This is an optimization exercise on Yosys and OpenROAD, whose aim is small area, a short achievable clock period and few clock cycles, not a production implementation. Only simulation tests tie the RTL to the original design; equivalence was not proved. No activity file was given, so power comes from the tool's default toggle rates.

## trb_render
module trb_render (
    input  wire        clk,
    input  wire        rst,           
    input  wire        start,         
    input  wire [31:0] xscroll,       
    input  wire [31:0] yscroll,       
    input  wire        transp,        
    input  wire        sheet_valid,
    input  wire [31:0] sheet_dim,     
    output wire        busy,
    output reg         done,
    output wire        err,
    output wire [3:0]  errcode,
    output reg         tile_rd,
    output wire [11:0] tile_addr,
    input  wire [33:0] tile_rdata,    
    output reg         idx_rd,
    output reg  [11:0] idx_addr,
    input  wire [1:0]  idx_rdata,
    output reg         fb_we,
    output reg  [9:0]  fb_addr,
    output reg  [7:0]  fb_wdata
);
Size: ~440 cells after synthesis, about 130 flip-flops, ~190 I/O pins.
==> flow/config.mk <==
export PLATFORM = sky130hd
export DESIGN_NAME = trb_render
export DESIGN_NICKNAME = trb_render
export VERILOG_FILES = /design/flow/design.v
export SDC_FILE = /design/flow/constraint.sdc
export NUM_CORES = 4
export LEC_CHECK = 0
export CAP_MARGIN = 20
export CORE_MARGIN = 2
export CORE_UTILIZATION = 40
export SLEW_MARGIN = 20
==> flow/constraint.sdc <==
create_clock -name core_clock -period 10.0 [get_ports {clk}]
set_input_delay 2.0000 -clock core_clock [delete_from_list [all_inputs] [get_ports {clk}]]
set_output_delay 2.0000 -clock core_clock [all_outputs]
set_load 0.01 [all_outputs]
standard.sh (not shown) runs the stock make flow with config.mk's settings and CLKGATE_MAP_FILE= SYNTH_SCRIPT=/design/flow/synth_recipe.tcl, a recipe that flattens the netlist after the stock synthesis.
==> flow/flow/run.sh <==
#!/bin/bash
set -euo pipefail
export BUFFER_PORTS_ARGS="-buffer_cell sky130_fd_sc_hd__buf_1"
export SETUP_SLACK_MARGIN=7.05
export CTS_ARGS="-sink_clustering_enable -repair_clock_nets -dont_use_dummy_load -buf_list {sky130_fd_sc_hd__clkbuf_4 sky130_fd_sc_hd__clkbuf_8}"
bash standard.sh > standard.log 2>&1
The first run passed the timing, design-rule and antenna checks.
Testbench counts at the start, summed over its fixed seeds: cycles 62,952.
Change:
==> flow/flow/run.sh (replaced) <==
#!/bin/bash
set -euo pipefail
export BUFFER_PORTS_ARGS="-buffer_cell sky130_fd_sc_hd__buf_1"
export SETUP_SLACK_MARGIN=6.95
bash standard.sh > standard.log 2>&1
--- a/flow/config.mk
+++ b/flow/config.mk
@@ -9,3 +9,4 @@
 export CORE_MARGIN = 2
 export CORE_UTILIZATION = 40
+export CTS_BUF_LIST = sky130_fd_sc_hd__clkbuf_4 sky130_fd_sc_hd__clkbuf_8
 export SLEW_MARGIN = 20
Outcome: Area after synthesis stays the same; routed wire length goes down by 5.2%; flip-flop and latch count stays the same; setup slack gains 42 ps; combinational power goes down by 4.9%; sequential power stays flat; worst hold slack gains 16 ps; critical path depth does not change; cell area goes down by 0.68%; core utilization goes down by 0.34 points; final cell count is about the same.
Change:
==> flow/flow/run.sh (replaced) <==
#!/bin/bash
set -euo pipefail
export BUFFER_PORTS_ARGS="-buffer_cell sky130_fd_sc_hd__buf_1"
export SETUP_SLACK_MARGIN=6.95
export CTS_ARGS="-sink_clustering_enable -repair_clock_nets -dont_use_dummy_load -buf_list {sky130_fd_sc_hd__clkbuf_4 sky130_fd_sc_hd__clkbuf_8}"
bash standard.sh > standard.log 2>&1
--- a/flow/config.mk
+++ b/flow/config.mk
@@ -6,7 +6,7 @@
 export NUM_CORES = 4
 export LEC_CHECK = 0
+export ABC_AREA = 1
 export CAP_MARGIN = 20
 export CORE_MARGIN = 2
 export CORE_UTILIZATION = 40
-export CTS_BUF_LIST = sky130_fd_sc_hd__clkbuf_4 sky130_fd_sc_hd__clkbuf_8
 export SLEW_MARGIN = 20
- The new run completed without violations
- final area came out lower by 1.3%
- maximum frequency fell by 0.46%
- power drops by 7.1%
- via count went up by 13%
- register-to-register slack gets better by 70 ps
- count of clock-buffer cells in the layout shrinks by 3
- worst hold slack improves by 6.9 ps
- clock power went down by 33%
- worst setup slack gets worse by 14 ps
Change:
==> flow/flow/run.sh (replaced) <==
#!/bin/bash
set -euo pipefail
export BUFFER_PORTS_ARGS="-buffer_cell sky130_fd_sc_hd__buf_1"
export SETUP_SLACK_MARGIN=6.90
export CTS_ARGS="-sink_clustering_enable -repair_clock_nets -dont_use_dummy_load -buf_list {sky130_fd_sc_hd__clkbuf_4 sky130_fd_sc_hd__clkbuf_8}"
bash standard.sh > standard.log 2>&1
--- a/flow/config.mk
+++ b/flow/config.mk
@@ -6,5 +6,4 @@
 export NUM_CORES = 4
 export LEC_CHECK = 0
-export ABC_AREA = 1
 export CAP_MARGIN = 20
 export CORE_MARGIN = 2
Effect: The changed run completed with no timing, DRC or antenna violations; first-iteration DRC count went down by 32%; area after synthesis went down by 2.4%; worst setup slack degrades by 28 ps; routed wire length went down by 7.3%; cell area went down by about 2%; via count went down by 13%; sequential share of layout area went up by 0.93 points.
Change:
==> flow/flow/run.sh (replaced) <==
#!/bin/bash
set -euo pipefail
export BUFFER_PORTS_ARGS="-buffer_cell sky130_fd_sc_hd__buf_1"
export SETUP_SLACK_MARGIN=6.95
export CTS_ARGS="-sink_clustering_enable -repair_clock_nets -dont_use_dummy_load -balance_levels -buf_list {sky130_fd_sc_hd__clkbuf_8}"
bash standard.sh > standard.log 2>&1
Outcome: Design area climbs by about 0.35%; die area does not change; core utilization rose by 0.16 points; setup slack gains 45 ps; register-to-register slack improved by 80 ps.
Change:
==> flow/flow/run.sh (replaced) <==
#!/bin/bash
set -euo pipefail
export BUFFER_PORTS_ARGS="-buffer_cell sky130_fd_sc_hd__buf_1"
export SETUP_SLACK_MARGIN=6.95
export CTS_ARGS="-sink_clustering_enable -repair_clock_nets -dont_use_dummy_load -buf_list {sky130_fd_sc_hd__clkbuf_4 sky130_fd_sc_hd__clkbuf_8}"
bash standard.sh > standard.log 2>&1
After rerunning: The changed run completed with no timing, DRC or antenna violations; combinational power hardly moves; flip-flop and latch count does not change; via count stays the same; wire length is unchanged; register-to-register slack barely changes; power stays the same; clock-buffer cell count does not change; sequential power is about the same.


Setup of P:
trb_render again, from the RTL that the note above started with.
export LEC_CHECK = 0
export CAP_MARGIN = 20
export CORE_MARGIN = 2
export CORE_UTILIZATION = 40
export PLACE_DENSITY = 0.75
export SLEW_MARGIN = 20
create_clock -name core_clock -period 10.0 [get_ports {clk}]
==> flow/flow/run.sh <==
#!/bin/bash
set -euo pipefail
export BUFFER_PORTS_ARGS="-buffer_cell sky130_fd_sc_hd__buf_1"
export SETUP_SLACK_MARGIN=6.95
export CTS_ARGS="-sink_clustering_enable -repair_clock_nets -dont_use_dummy_load -buf_list {sky130_fd_sc_hd__clkbuf_4 sky130_fd_sc_hd__clkbuf_8}"
bash standard.sh > standard.log 2>&1
P: flow completed, timing, DRC and antenna clean
Testbench counts of P, summed over its fixed seeds: cycles 62,952.
## Diff of input files: Q against P
- PLACE_DENSITY removed (was 0.75)
- CTS_BUF_LIST newly set to sky130_fd_sc_hd__clkbuf_4 sky130_fd_sc_hd__clkbuf_8
- CORE_UTILIZATION changed from 40 to 65
==> flow/flow/run.sh <==
#!/bin/bash
set -euo pipefail
export BUFFER_PORTS_ARGS="-buffer_cell sky130_fd_sc_hd__buf_1"
export SETUP_SLACK_MARGIN=6.95
bash standard.sh > standard.log 2>&1
==> run notes <==
Q has die area below what P had. Q vs P — area inside the core boundary dropped by more than a quarter. In Q the post-route cell area turned out 0.65% higher than in P. Row number of standard cells in the final layout excluding fillers: Q lower / P higher. Reported for P and Q, layout sequential cell count turned out identical to the last digit. Area share of buffers outside the clock network, P and Q: smaller value in Q. Core utilization: P and Q compared, lower one is P. Hold slack: Q < P. Compared with P, Q is hungrier on power.

re-timing with driven ports:
Ports are ideal in the flow. The routed layouts listed here were re-timed in OpenROAD. Step 1: set_driving_cell puts a clkbuf_16 on clk and a buf_2 on each other input, an assumption about the parent block. Step 2 moves the port delays by t, midway between the first and last clock arrival at a register: inputs arrive t later, outputs are due t later. That takes back most of the time a late clock gives input paths. Three values: ideal ports, drivers, drivers and shift; two values: the first two.
run | t, ns | setup WS [ns] | worst hold slack (ns) | worst setup path at the end | worst register clock-pin slew, ns
the first run of note 1 | 0.461 | 6.977 / 6.940 / 6.705 | 0.317 / 0.317 / 0.317 | input to register | 0.07 / 0.07
the second run of note 1 | 0.454 | 7.019 / 6.984 / 6.649 | 0.332 / 0.332 / 0.332 | input to register | 0.07 / 0.07
the third run of note 1 | 0.461 | 7.005 / 6.969 / 6.566 | 0.339 / 0.339 / 0.339 | input to register | 0.08 / 0.08
the fourth run of note 1 | 0.443 | 6.977 / 6.951 / 6.542 | 0.332 / 0.332 / 0.332 | input to register | 0.07 / 0.07
the fifth run of note 1 | 0.451 | 7.023 / 6.986 / 6.658 | 0.331 / 0.331 / 0.331 | input to register | 0.07 / 0.07
the sixth run of note 1 | 0.451 | 7.023 / 6.986 / 6.658 | 0.331 / 0.331 / 0.331 | input to register | 0.07 / 0.07
P | 0.450 | 7.015 / 6.982 / 6.669 | 0.335 / 0.335 / 0.335 | input to register | 0.07 / 0.07
Q | 0.443 | 7.001 / 6.969 / 6.641 | 0.332 / 0.332 / 0.332 | input to register | 0.09 / 0.09
After both steps setup and hold are still met in every run listed. The setup slack of the third run of note 1, which loses most, moves by -0.036 ns with the drivers and by -0.439 ns with both steps.
